Context: an optimization exercise on an open-source flow, tuned for small area. The choices shown serve that exercise and are no tape-out recipe.
In this exercise RTL edits were held to simulation tests only and were not proved equivalent to the original.
Power and IR drop assume default switching activity.

rev 12:
Design sha512_engine, start of the top module:
module sha512_engine (
  input  wire        clk,
  input  wire        rst,           
  input  wire        req_valid,
  input  wire        req_we,
  input  wire [6:0]  req_addr,
  input  wire [63:0] req_wdata,
  output wire        req_ready,
  output reg         rsp_valid,
  output wire [63:0] rsp_rdata
);
For scale: ~8500 cells after synthesis, roughly 3200 flip-flops, ~140 I/O pins, ~120000 um2 of cells after synthesis.
export LEC_CHECK = 0
export CAP_MARGIN = 20
export CORE_MARGIN = 2
export CORE_UTILIZATION = 50
export PLACE_DENSITY = 0.6
export SLEW_MARGIN = 20
export SYNTH_MEMORY_MAX_BITS = 16384
create_clock -name core_clock -period 16.0 [get_ports {clk}]
standard.sh (not shown) runs the stock make flow with config.mk's settings and CLKGATE_MAP_FILE= SYNTH_SCRIPT=/design/flow/synth_recipe.tcl, a recipe that flattens the netlist after the stock synthesis.
==> flow/flow/run.sh <==
#!/bin/bash
# Own layout flow: the standard ORFS flow with an area-oriented ABC
# script in synthesis, the smallest buffer on each port, a clock tree without
# dummy loads, and antenna repair with a margin and more rounds.  Each
# tool's output is in orfs/logs/; make's own output in flow_make.log.
set -euo pipefail
WORK=$PWD
export AREA_ABC_SCRIPT=$WORK/flow/area.abc
CTS="-sink_clustering_enable -repair_clock_nets -dont_use_dummy_load -sink_buffer_max_cap_derate 1.0 -buf_list {sky130_fd_sc_hd__clkbuf_16} -sink_clustering_size 25 -sink_clustering_max_diameter 60 -clustering_exponent 2"
bash standard.sh SYNTH_SCRIPT=$WORK/flow/synth_area.tcl "CTS_ARGS=$CTS" \
  "BUFFER_PORTS_ARGS=-buffer_cell sky130_fd_sc_hd__buf_1" MAX_REPAIR_ANTENNAS_ITER_DRT=8 \
  PRE_GLOBAL_ROUTE_TCL=$WORK/flow/antenna.tcl PRE_DETAIL_ROUTE_TCL=$WORK/flow/antenna.tcl \
  finish > $WORK/flow_make.log 2>&1
==> flow/flow/antenna.tcl <==
# Sourced before global and detailed routing: every antenna repair aims 30%
# below the antenna ratio limits, so that the few long, lightly loaded nets
# do not need round after round of re-routing.
if { [llength [info commands repair_antennas_std]] == 0 } {
  rename repair_antennas repair_antennas_std
  proc repair_antennas { args } { repair_antennas_std {*}$args -ratio_margin 30 }
}
==> flow/flow/area.abc <==
strash
&get -n
&st
&syn2
&dch
&nf -R 1000
&put
strash
&get -n
&st
&synch2
&dch -f
&nf -a -R 1000
&put
strash
&get -n
&st
&synch2
&dch -f
&nf -p -a -R 1000
&put
topo
stime -c
buffer -c
upsize -c
dnsize -c
stime -c
==> flow/flow/synth_area.tcl <==
# synth_recipe.tcl with one change: Yosys's abc pass runs flow/area.abc, an
# area-oriented mapping script, in place of ORFS's default script.
proc synth {args} { yosys synth -nofsm -noshare {*}$args }
proc abc {args} {
  set i [lsearch -exact $args -script]
  if { $i >= 0 } { lset args [expr { $i + 1 }] $::env(AREA_ABC_SCRIPT) }
  yosys abc {*}$args
}
source $::env(SCRIPTS_DIR)/synth.tcl
# left out here: clear keep_hierarchy, flatten, clean up, hide names made inside functions, write 1_2_yosys.v
Changes in rev 13 relative to rev 12:
diff --git a/flow/design.v b/flow/design.v
--- a/flow/design.v
+++ b/flow/design.v
@@ -190,26 +190,31 @@
   wire [5:0] eaddr_n = eaddr_f(phase_n, wc_n, dg_n, blk_n, two_n);
   wire       hsel_m  = (req_addr[6:5] == 2'b01);
   wire       hsel_h  = (req_addr[6:3] == 4'b0000);
   wire       eng_n   = (phase_n != P_IDLE);
   wire [5:0] rsel_n  = eng_n ? eaddr_n : {req_addr[5], req_addr[4:0]};
   wire       rsm_n   = eng_n ? eaddr_n[5]  : hsel_m;
   wire       rsh_n   = eng_n ? !eaddr_n[5] : hsel_h;
-  reg  [39:0] oh;         
+  reg  [7:0] ohl;
+  reg  [4:0] ohb;         
   integer r;
-  always @(posedge clk)
-    for (r = 0; r < 40; r = r + 1)
-      oh[r] <= (r < 32) ? (rsm_n && rsel_n[4:0] == r) : (rsh_n && rsel_n[2:0] == r - 32);
+  always @(posedge clk) begin
+    for (r = 0; r < 8; r = r + 1)
+      ohl[r] <= (rsel_n[2:0] == r);
+    for (r = 0; r < 4; r = r + 1)
+      ohb[r] <= rsm_n && (rsel_n[4:3] == r);
+    ohb[4] <= rsh_n;
+  end
   reg  [63:0] rdword;
   always @* begin
     rdword = 64'd0;
     for (r = 0; r < 32; r = r + 1)
-      rdword = rdword | (Mf[64*r +: 64] & {64{oh[r]}});
+      rdword = rdword | (Mf[64*r +: 64] & {64{ohb[r / 8] && ohl[r % 8]}});
     for (r = 0; r < 8; r = r + 1)
-      rdword = rdword | (Hf[64*r +: 64] & {64{oh[32+r]}});
+      rdword = rdword | (Hf[64*r +: 64] & {64{ohb[4] && ohl[r]}});
   end
   assign rsp_rdata = sts_q ? {62'd0, st_q} : rdword;
   wire        first_op = ld0 || (opc && k == 2'd0);
   wire        sub      = p_rest && !first_op;
   wire        zero_op  = !opc || (p_round && (wc < 7'd15) && !first_op);
   wire [63:0] opnd     = zero_op ? 64'd0 :
                          (k == 2'd1 && !ld0) ? ssig0(rdword) :
==> comparison <==
No stage failed in rev 13, and the final checks on the layout all came back clean.
Higher count of buffering cells on the critical path with inverters included goes to rev 13 over rev 12.
Summary of the comparison: met1 routed wirelength after detailed routing is lower in rev 13, relative to rev 12.
STATUS final wirelength: rev 13 loses against rev 12
Of rev 12 and rev 13, the lower synthesized netlist cell count belongs to rev 12.
Average cell area after synthesis, rev 12 and rev 13, lower one = rev 13.
Against rev 12, number of buffers created by CTS in rev 13 rose slightly.
Die boundary width across rev 12 and rev 13: no real change.
Between rev 12 and rev 13, the final critical delay including setup and external delays is higher for rev 13.
For rev 12, the termination of the worst setup path was acc[62], unlike rev 13, where it was acc[60].
Lower number of search-and-repair iterations in the first detailed-routing pass among rev 12 and rev 13: rev 12
There was hardly any difference in final standard cell area without fillers between rev 13 and rev 12.

* * *

Another version of the RTL of sha512_engine (not shown whole).
Size: ~8600 cells after synthesis, about 3200 flip-flops, about 120000 sq um of cells after synthesis.
Settings: LEC_CHECK=0, CAP_MARGIN=20, CORE_MARGIN=2, CORE_UTILIZATION=50, PLACE_DENSITY=0.6, SLEW_MARGIN=20, SYNTH_MEMORY_MAX_BITS=16384; clock period 16.0 ns.
==> flow/flow/run.sh <==
#!/bin/bash
# Own layout flow: the standard ORFS flow with an area-oriented ABC
# script in synthesis, the smallest buffer on each port, a clock tree without
# dummy loads, and antenna repair with a margin and more rounds.  Each
# tool's output is in orfs/logs/; make's own output in flow_make.log.
set -euo pipefail
WORK=$PWD
export AREA_ABC_SCRIPT=$WORK/flow/area.abc
CTS="-sink_clustering_enable -repair_clock_nets -dont_use_dummy_load -sink_buffer_max_cap_derate 1.0 -buf_list {sky130_fd_sc_hd__clkbuf_16} -sink_clustering_size 25 -sink_clustering_max_diameter 80 -clustering_exponent 2"
bash standard.sh SYNTH_SCRIPT=$WORK/flow/synth_area.tcl "CTS_ARGS=$CTS" \
  "BUFFER_PORTS_ARGS=-buffer_cell sky130_fd_sc_hd__buf_1" MAX_REPAIR_ANTENNAS_ITER_DRT=8 \
  PRE_GLOBAL_ROUTE_TCL=$WORK/flow/antenna.tcl PRE_DETAIL_ROUTE_TCL=$WORK/flow/antenna.tcl \
  finish > $WORK/flow_make.log 2>&1
Scripts as last shown in full above: flow/flow/antenna.tcl, flow/flow/area.abc, flow/flow/synth_area.tcl
Next try:
--- a/flow/design.v
+++ b/flow/design.v
@@ -208,20 +208,19 @@
       rdword = rdword | (Hf[64*r +: 64] & {64{oh[32+r]}});
   end
   assign rsp_rdata = sts_q ? {62'd0, st_q} : rdword;
   wire        first_op = ld0 || (opc && k == 2'd0);
   wire        sub      = p_rest && !first_op;
   wire        zero_op  = !opc || (p_round && (wc < 7'd15) && !first_op);
   wire [63:0] opnd     = zero_op ? 64'd0 :
                          (k == 2'd1 && !ld0) ? ssig0(rdword) :
                          (k == 2'd3 && !ld0) ? ssig1(rdword) : rdword;
-  wire [63:0] acc_base = !busy ? req_wdata : (first_op ? 64'd0 : acc);
-  wire [63:0] acc_nx   = acc_base + (sub ? ~opnd : opnd) + {63'd0, sub};
+  wire [63:0] acc_nx   = (first_op ? 64'd0 : acc) + (sub ? ~opnd : opnd) + {63'd0, sub};
   always @(posedge clk) begin
     acc <= acc_nx;
     if (dg == 4'd12)
       side <= acc[63:52];
   end
   wire [3:0] rdig  = rdword[{dg, 2'b00} +: 4];
   wire [63:0] ivw  = iv_word(wk);
   wire [3:0] ivdig = ivw[{dg, 2'b00} +: 4];
   wire [3:0] src   = (two && !blk) ? ivdig : rdig;
@@ -263,31 +262,23 @@
     ce_q <= sume[4];
     cf_q <= sumf[4];
     ad   <= {a_in, ad[255:4]};
     eh   <= {e_in, eh[255:4]};
   end
   wire       wm_eng = (p_round && dg == 4'd0 && wc >= 7'd16) ||
                       (p_rest && k == 2'd0 && rr != 6'd0) ||
                       (p_feed && wc == 7'd0 && dg == 4'd0);
   wire [3:0] wslot  = p_round ? wc[3:0] : ~rr[3:0] + 4'd1;
-  reg        hwm_q;       
-  reg  [4:0] hwa_q;
-  always @(posedge clk) begin
-    hwm_q <= wr_m;
-    hwa_q <= req_addr[4:0];
-  end
-  wire       wm_en   = busy ? wm_eng : hwm_q;
-  wire [4:0] wm_addr = busy ? {blk, wslot} : hwa_q;
   integer j, i;
   always @(posedge clk) begin
     for (j = 0; j < 32; j = j + 1)
-      if (wm_en && wm_addr == j)
-        Mf[64*j +: 64] <= acc;
+      if ((wr_m && req_addr[4:0] == j) || (wm_eng && {blk, wslot} == j))
+        Mf[64*j +: 64] <= busy ? acc : req_wdata;
     for (j = 0; j < 8; j = j + 1)
       for (i = 0; i < 16; i = i + 1)
         if ((wr_h && req_addr[2:0] == j) || (p_feed && wk == j && dg == i))
           Hf[64*j + 4*i +: 4] <= busy ? sumf[3:0] : req_wdata[4*i +: 4];
   end
   always @* begin
     phase_n = phase;
     two_n   = two;
     blk_n   = blk;
=>
- The new run finished with timing, DRC and antenna clean
- sequential share of layout area came out lower by 0.32 points
- cell area came out higher by 0.32%
- count of clock-buffer cells in the layout came out lower by 3
- maximum frequency came out lower by about 1.5%
- via count came out lower by about 1%
- sequential power came out higher by 3.4%
- final cell count hardly moves

==> separate check: timing with driven ports <==
The flow's constraints put no driver on any port. The routed layouts listed below were extracted and timed again, unchanged, in two steps.
Step 1, drivers: a clkbuf_16 drives clk and a buf_2 each remaining input, both assumed.
Step 2 also shifts input and output timing later by t, the mid clock arrival at the registers, as if the neighbouring blocks saw the same clock.
a / b / c = ideal ports / drivers / drivers and shift; a / b = the first two.
| run | t (ns) | slack for setup (ns) | clock arrival spread, ns |
|---|---|---|---|
| rev 12 | 0.948 | 4.660 / 4.660 / 4.660 | 0.160 / 0.159 |
| rev 13 | 0.926 | 3.549 / 3.549 / 3.549 | 0.183 / 0.183 |
| the first run of note 2 | 0.950 | 4.885 / 4.885 / 4.885 | 0.173 / 0.173 |
| the second run of note 2 | 0.963 | 4.712 / 4.712 / 4.712 | 0.156 / 0.156 |
After both steps setup and hold are still met in every run listed.
